Context: an optimization exercise on an open-source flow, tuned for a short achievable clock period. The choices shown serve that exercise and are no tape-out recipe.
At most, simulation tests tie the RTL to the original design; equivalence was not proved.
No activity file was given, so power comes from the tool's default toggle rates.

== the baseline ==
// twms
module twms (
  input  logic        clk,
  input  logic        rst,           
  input  logic        cmd_valid,
  input  logic [1:0]  cmd_port,      
  input  logic [31:0] cmd_word,
  output logic        rsp_valid,
  output logic        rsp_ok,
  output logic [31:0] rsp_data,
  output logic [1:0]  bo0_cnt,       
  output logic [10:0] bo0_act0,
  output logic [10:0] bo0_act1,
  output logic [1:0]  bo1_cnt,       
  output logic [10:0] bo1_act0,
  output logic [10:0] bo1_act1,
  output logic        sleep_valid,   
  output logic [2:0]  sleep_level,
  output logic        pwr_asleep,    
  output logic [2:0]  pwr_level,
  output logic        halt,          
  output logic [2:0]  fcode,
  output logic [7:0]  finfo
);
  localparam logic [10:0] BA_START = 11'h000, BA_STOP = 11'h100, BA_TX = 11'h400;
  logic [1:0][2:0]  st_q;
  logic [1:0]       avail_q;
  logic [1:0]       mode_q;
  logic [1:0][6:0]  paddr_q;
  logic [1:0][7:0]  raddr_q;
  ...
clock: 10.0 ns
lec_check: 0
cap_margin: 20
core_margin: 2
core_utilization: 40
place_density: 0.6
slew_margin: 20
standard.sh (not shown) runs the stock make flow with config.mk's settings and CLKGATE_MAP_FILE= SYNTH_SCRIPT=/design/flow/synth_recipe.tcl, a recipe that flattens the netlist after the stock synthesis.
==> flow/flow/run.sh <==
#!/bin/bash
# Layout flow: the standard ORFS flow, with timing repair aimed at a setup
# slack margin well above what the 10 ns clock asks for, so that the resizer
# keeps working on the critical paths (the SDC is unchanged), and a last
# max-slew/max-cap repair after global routing (flow/post_grt.tcl). Port
# buffers are buf_4 (ORFS would pick a delay cell, clkdlybuf4s50_1).
# The platform's don't-use cells are extended with the slow high-stack gates
# (flow/dont_use.txt), for synthesis and for the resizer alike.
# make's output goes to standard_flow.log; each ORFS step logs under orfs/logs/.
set -euo pipefail
MARGIN=${MARGIN:-7.0}
DONT_USE=$(tr '\n' ' ' < flow/dont_use.txt)
bash standard.sh SETUP_SLACK_MARGIN=$MARGIN TNS_END_PERCENT=100 \
  "DONT_USE_CELLS=$DONT_USE" \
  "BUFFER_PORTS_ARGS=-buffer_cell sky130_fd_sc_hd__buf_4" \
  POST_GLOBAL_ROUTE_TCL=$PWD/flow/post_grt.tcl finish > standard_flow.log 2>&1
Other scripts of this flow, unchanged in this note and not shown: flow/flow/dont_use.txt, flow/flow/post_grt.tcl
The baseline completed; timing, DRC and antenna clean
### the baseline -> the candidate
-- flow/design.v --
<<< the baseline, line 378
  logic [1:0][2:0]  e_hv;
  logic             c1, c2, c3, c4, c5, fat_cmd, fatal, ok;
  logic [31:0]      rd, rd_src, rd_buf;
  logic             rd_base, rd_bus, rd_top, rd_xstat, rd_bufrd, rd_evpend, rd_irq,
                    rd_cda, rd_fstat, rd_ok_hi, rd_ok_mid, rd_ok_lo, rd_ok_cda;
  logic [7:0]       rd_xs;
  logic [15:0]      rd_irqv;
  logic [2:0]       fc;
  logic [7:0]       fi;
>>> the candidate, line 378
  logic [1:0][2:0]  e_hv;
  logic             c1, c2, c3, c4, c5, fat_cmd, fatal, ok;
  logic [31:0]      rd;
  logic [2:0]       fc;
  logic [7:0]       fi;
<<< the baseline, line 411
    c5 = fat_cmd;
    fatal = fat_cmd || (nv && dlv_fatal);
    rd_base = v && (cmd_port == 2'd0) && (cmd_word[23:0] == 24'b0);
    rd_bus  = !cmd_word[27] && (cmd_word[25:24] == 2'd0);
    rd_top  = (cmd_word[27:24] == 4'd0);
    rd_xstat  = (cmd_word[31:28] == 4'h2) && rd_bus;
    rd_bufrd  = (cmd_word[31:28] == 4'h4) && rd_bus;
    rd_evpend = (cmd_word[31:28] == 4'h7) && rd_top;
    rd_irq    = (cmd_word[31:28] == 4'hD) && !cmd_word[27] && (cmd_word[25:24] == 2'd2);
    rd_cda    = ((cmd_word[31:28] == 4'hA) || (cmd_word[31:28] == 4'hB)) && rd_top;
    rd_fstat  = (cmd_word[31:28] == 4'hE) && rd_top;
    rd_ok_hi  = rd_base && !h && (rd_bufrd || rd_evpend);
    rd_ok_mid = rd_base && ((!h && (rd_bufrd || rd_evpend || rd_irq)) || rd_fstat);
    rd_ok_lo  = rd_base && ((!h && (rd_bufrd || rd_evpend || rd_irq || rd_xstat)) || rd_fstat);
    rd_ok_cda = rd_base && !h && rd_cda;
    rd_xs   = (cmd_word[26] ? {mode_n[1], rem_n[1], st_n[1], avail_n[1]}
                            : {mode_n[0], rem_n[0], st_n[0], avail_n[0]});
    rd_buf  = cmd_word[26] ? buf_n[1] : buf_n[0];
    rd_irqv = cmd_word[26] ? {rxdata_n[1], 2'b0, ien_n[1], if_n[1]}
                           : {rxdata_n[0], 2'b0, ien_n[0], if_n[0]};
    case ({cmd_word[31], cmd_word[29], cmd_word[28]})
      3'b010:  rd_src = {24'b0, rd_xs};
      3'b000:  rd_src = rd_buf;
      3'b011:  rd_src = ev_n;
      3'b101:  rd_src = {16'b0, rd_irqv};
      default: rd_src = {16'b0, finfo_cur, 4'b0, fcode_cur, h};
    endcase
    rd[31:16] = rd_src[31:16] & {16{rd_ok_hi}};
    rd[15:8]  = rd_src[15:8]  & {8{rd_ok_mid}};
    rd[7:0]   = rd_src[7:0]   & {8{rd_ok_lo}};
    rd[2:0]   = rd[2:0] | (cda & {3{rd_ok_cda}});
    ok = v && !c4 && !d_mal && !d_rng && !c3;
    rsp_ok_d = ok;
>>> the candidate, line 407
    c5 = fat_cmd;
    fatal = fat_cmd || (nv && dlv_fatal);
    rd = 32'b0;
    for (int b = 0; b < 2; b++) begin
      if (d_xstat[b])   rd[7:0]  = rd[7:0] | {mode_n[b], rem_n[b], st_n[b], avail_n[b]};
      if (d_bufrd[b])   rd       = rd | buf_n[b];
      if (d_irqstat[b]) rd[15:0] = rd[15:0] | {rxdata_n[b], 2'b0, ien_n[b], if_n[b]};
    end
    if (d_evpend)              rd       = rd | ev_n;
    if (d_emcda || d_emsleep)  rd[2:0]  = rd[2:0] | cda;
    if (h)                     rd       = 32'b0;
    if (d_fstat)               rd[15:0] = {finfo_cur, 4'b0, fcode_cur, h};
    ok = v && !c4 && !d_mal && !d_rng && !c3;
    rsp_ok_d = ok;
Notes after the runs:
The candidate did not stop at any stage, and its layout met the timing, design-rule and antenna checks. The candidate ended with more share of synthesized area occupied by flip-flops and latches than the baseline. On worst IR drop on VDD, the candidate does worse than the baseline. Utilization the baseline -> the candidate: up. Of the baseline and the candidate, the lower wire length of the first global-routing pass belongs to the baseline. Delta (the candidate minus the baseline): instance area after placement now sits lower; number of DRC markers after the initial detailed-route iteration now sits higher; count of cell instances traversed by the critical path now sits lower; setup slack after layout now sits lower; worst hold slack now sits at about the same level. On register-to-register slack, the candidate does better than the baseline. Final worst-path cycle share, the baseline and the candidate: larger value in the candidate. Summary — post-layout instance area, the candidate relative to the baseline: higher, by 1.9%. Higher cell count after placement among the baseline and the candidate: the baseline. Final estimated routing congestion in global placement in the candidate vs the baseline: down 1.4%.
No functional check of the RTL was part of the baseline.


Setup of lagoon:
Another version of the RTL of twms (not shown whole).
For scale: about 2900 cells after synthesis, roughly 140 I/O pins, ~0.024 mm2 of cells after synthesis.
export LEC_CHECK = 0
export CAP_MARGIN = 20
export CORE_MARGIN = 2
export CORE_UTILIZATION = 40
export PLACE_DENSITY = 0.6
export SLEW_MARGIN = 20
export SYNTH_HIERARCHICAL = 1
export SYNTH_MINIMUM_KEEP_SIZE = 0
create_clock -name core_clock -period 10.0 [get_ports {clk}]
Scripts as last shown in full above: flow/flow/run.sh
Other scripts of this flow, unchanged in this note and not shown: flow/flow/dont_use.txt, flow/flow/post_grt.tcl
The inputs of sierra differ from those of lagoon as listed below.
diff --git a/flow/design.v b/flow/design.v
--- a/flow/design.v
+++ b/flow/design.v
@@ -397,34 +397,24 @@
                          (g_op[13] && (cmd_word[25:24] == 2'd2) && g_b))) ||
              (g_z7_5 && (g_op[5] || g_op[6]) && g_z2724) ||
              (g_z7_3 && (((g_op[8] || g_op[9]) && g_z2724 && g_lvl) ||
                          (g_op[13] && (cmd_word[25:24] == 2'd1) && g_b))))) ||
            (g_env && ((g_op[13] && g_z2524 && g_z218 && g_ik && g_b) ||
                       (g_op[14] && (cmd_word[27:24] == 4'd1) && g_z238 && g_z7_0))) ||
            (g_sev && g_op[12] && g_z238 && g_sk && g_b);
     g_fstat = g_host && g_op[14] && g_z2724 && g_z238 && g_z7_0;
     g_busy  = (g_op[1] || g_op[3]) && !avail_n[cmd_word[26]];
     c4 = v && h && !g_fstat;
     c1 = v && !h && !g_wf;
-    c2 = !h && ((g_host && g_op[1] && (cmd_word[6:5] == 2'b0) && (!g_b || !g_cnt)) ||
-                (g_host && g_z238 &&
-                 ((g_op[3] && !g_b) ||
-                  (g_z7_0 && (((g_op[2] || g_op[4]) && g_z2524) ||
-                              (g_op[13] && (cmd_word[25:24] == 2'd2))) && !g_b) ||
-                  (g_z7_3 && (((g_op[8] || g_op[9]) && g_z2724 && !g_lvl) ||
-                              (g_op[13] && (cmd_word[25:24] == 2'd1) && !g_b))))) ||
-                (g_env && g_op[13] && g_z2524 && g_z218 && g_ik && !g_b) ||
-                (g_sev && g_op[12] && g_z238 && g_sk && !g_b));
-    c3 = !h && g_b && !avail_n[cmd_word[26]] &&
-          ((g_host && g_op[1] && (cmd_word[6:5] == 2'b0) && g_cnt) ||
-           (g_host && g_op[3] && g_z238));
+    c2 = !h && g_wf && !g_go;
+    c3 = !h && g_go && g_busy;
     ck_xs  = v && (cmd_port == 2'd0) && (cmd_word[6:5] == 2'b0) && !cmd_word[27] &&
              (cmd_word[9:7] != 3'd0) && (cmd_word[9:7] <= 3'd4);
     ck_em  = v && (cmd_port == 2'd0) && (cmd_word[27:3] == 25'b0);
     ck_sub = v && (cmd_port == 2'd2) && (cmd_word[23:8] == 16'b0) && !cmd_word[27] &&
              ((cmd_word[25:24] == 2'd1) ||
               (((cmd_word[25:24] == 2'd0) || (cmd_word[25:24] == 2'd2)) && (cmd_word[7:0] == 8'b0)));
     sp_xs  = (cmd_word[31:28] == 4'h1) && avail_n[cmd_word[26]] && vfull[2];
     sp_blk = (cmd_word[31:28] == 4'h8) && (cmd_word[2:0] <= 3'd4) && vfull[cmd_word[2:0]];
     sp_unb = (cmd_word[31:28] == 4'h9) && (cmd_word[2:0] <= 3'd4) && vzero[cmd_word[2:0]];
     sb_hf = 1'b0;
     sb_hc = 3'd0;
@@ -465,35 +455,23 @@
     case ({cmd_word[31], cmd_word[29], cmd_word[28]})
       3'b010:  rd_src = {24'b0, rd_xs};
       3'b000:  rd_src = rd_buf;
       3'b011:  rd_src = ev_n;
       3'b101:  rd_src = {16'b0, rd_irqv};
       default: rd_src = {16'b0, finfo_cur, 4'b0, fcode_cur, h};
     endcase
     rd[31:16] = rd_src[31:16] & {16{rd_ok_hi}};
     rd[15:8]  = rd_src[15:8]  & {8{rd_ok_mid}};
     rd[7:0]   = rd_src[7:0]   & {8{rd_ok_lo}};
     rd[2:0]   = rd[2:0] | (cda & {3{rd_ok_cda}});
-    ok = g_fstat || (!h &&
-         ((g_host && g_op[1] && (cmd_word[6:5] == 2'b0) && g_b && g_cnt && avail_n[cmd_word[26]]) ||
-          (g_host && g_z238 &&
-           ((g_op[3] && g_b && avail_n[cmd_word[26]]) ||
-            (g_z7_0 && (((g_op[2] || g_op[4]) && g_z2524 && g_b) ||
-                        ((g_op[7] || g_op[10] || g_op[11] || g_op[14]) && g_z2724) ||
-                        (g_op[13] && (cmd_word[25:24] == 2'd2) && g_b))) ||
-            (g_z7_5 && (g_op[5] || g_op[6]) && g_z2724) ||
-            (g_z7_3 && (((g_op[8] || g_op[9]) && g_z2724 && g_lvl) ||
-                        (g_op[13] && (cmd_word[25:24] == 2'd1) && g_b))))) ||
-          (g_env && ((g_op[13] && g_z2524 && g_z218 && g_ik && g_b) ||
-                     (g_op[14] && (cmd_word[27:24] == 4'd1) && g_z238 && g_z7_0))) ||
-          (g_sev && g_op[12] && g_z238 && g_sk && g_b)));
+    ok = g_fstat || (!h && g_go && !g_busy);
     rsp_ok_d = ok;
     rsp_data_d = rd;
     rsp_data_d[0] = c1 || c3 || rd[0];
     rsp_data_d[1] = c2 || c3 || rd[1];
     rsp_data_d[2] = c4 || rd[2];
     for (int b = 0; b < 2; b++) begin
       bo_cnt_d[b] = {e_xs[b], 1'b0} | (dlv_cnt[b] & {2{nv}});
       for (int k = 0; k < 3; k++)
         bo_cnt_d[b] = bo_cnt_d[b] | (hcnt[b][k] & {2{d_subev[b][k] && !h}});
       if (!cmd_valid) begin
         bo_a0_d[b] = dlv_a0[b];
==> comparison <==
Taking lagoon as the reference, in sierra transition time at the pin with the least slew margin rose 0.070 ns; fraction of power spent switching nets shows no meaningful change; global-route wire length before repair climbed 3.1 mm; share of total power in combinational logic now larger. Going from lagoon to sierra, final critical-path setup slack up 0.037 ns, HPWL after detailed placement went up by about 4.6%, post-CTS setup-driven buffer insertion count grew by about 12%. Cell count: sierra higher than lagoon. In sierra relative to lagoon, via count had gone up slightly. sierra vs lagoon: total leakage power down. Diff lagoon -> sierra | synthesized cell count | up slightly. Maximum frequency (lower): lagoon. Summary of sierra over lagoon: total net switching power saw a decrease, cell area after synthesis saw little to no change.
For lagoon, only the layout was checked, not whether the RTL still works.

-- separate check: timing with driven ports --
The results above use ideal ports. As a check the final layouts listed here were re-extracted and re-timed, cells and wires unchanged.
Step 1 sets driving cells, clkbuf_16 on the clock port and buf_2 on the other inputs (assumed; they add their load-dependent delay and slew).
Step 2 moves the port delays by t, midway between the first and last clock arrival at a register: inputs arrive t later, outputs are due t later. That takes back most of the time a late clock gives input paths.
Slacks: ideal ports / drivers / drivers and shift; pairs: ideal ports / drivers.
run	t (ns)	setup WS [ns]	hold slack, ns	worst register clock-pin slew, ns	worst data-port slew with drivers (ns)
the baseline	0.653	6.656 / 6.601 / 5.968	0.489 / 0.489 / 0.489	0.07 / 0.07	0.28
the candidate	0.662	6.614 / 6.553 / 5.989	0.486 / 0.486 / 0.486	0.07 / 0.07	0.21
lagoon	0.701	6.799 / 6.736 / 6.106	0.482 / 0.482 / 0.482	0.07 / 0.07	0.23
sierra	0.682	6.836 / 6.773 / 6.182	0.474 / 0.474 / 0.474	0.07 / 0.07	0.24
After both steps setup and hold are still met in every run listed. For lagoon, which loses most, drivers alone change the setup slack by -0.063 ns; drivers and shift together by -0.693 ns.
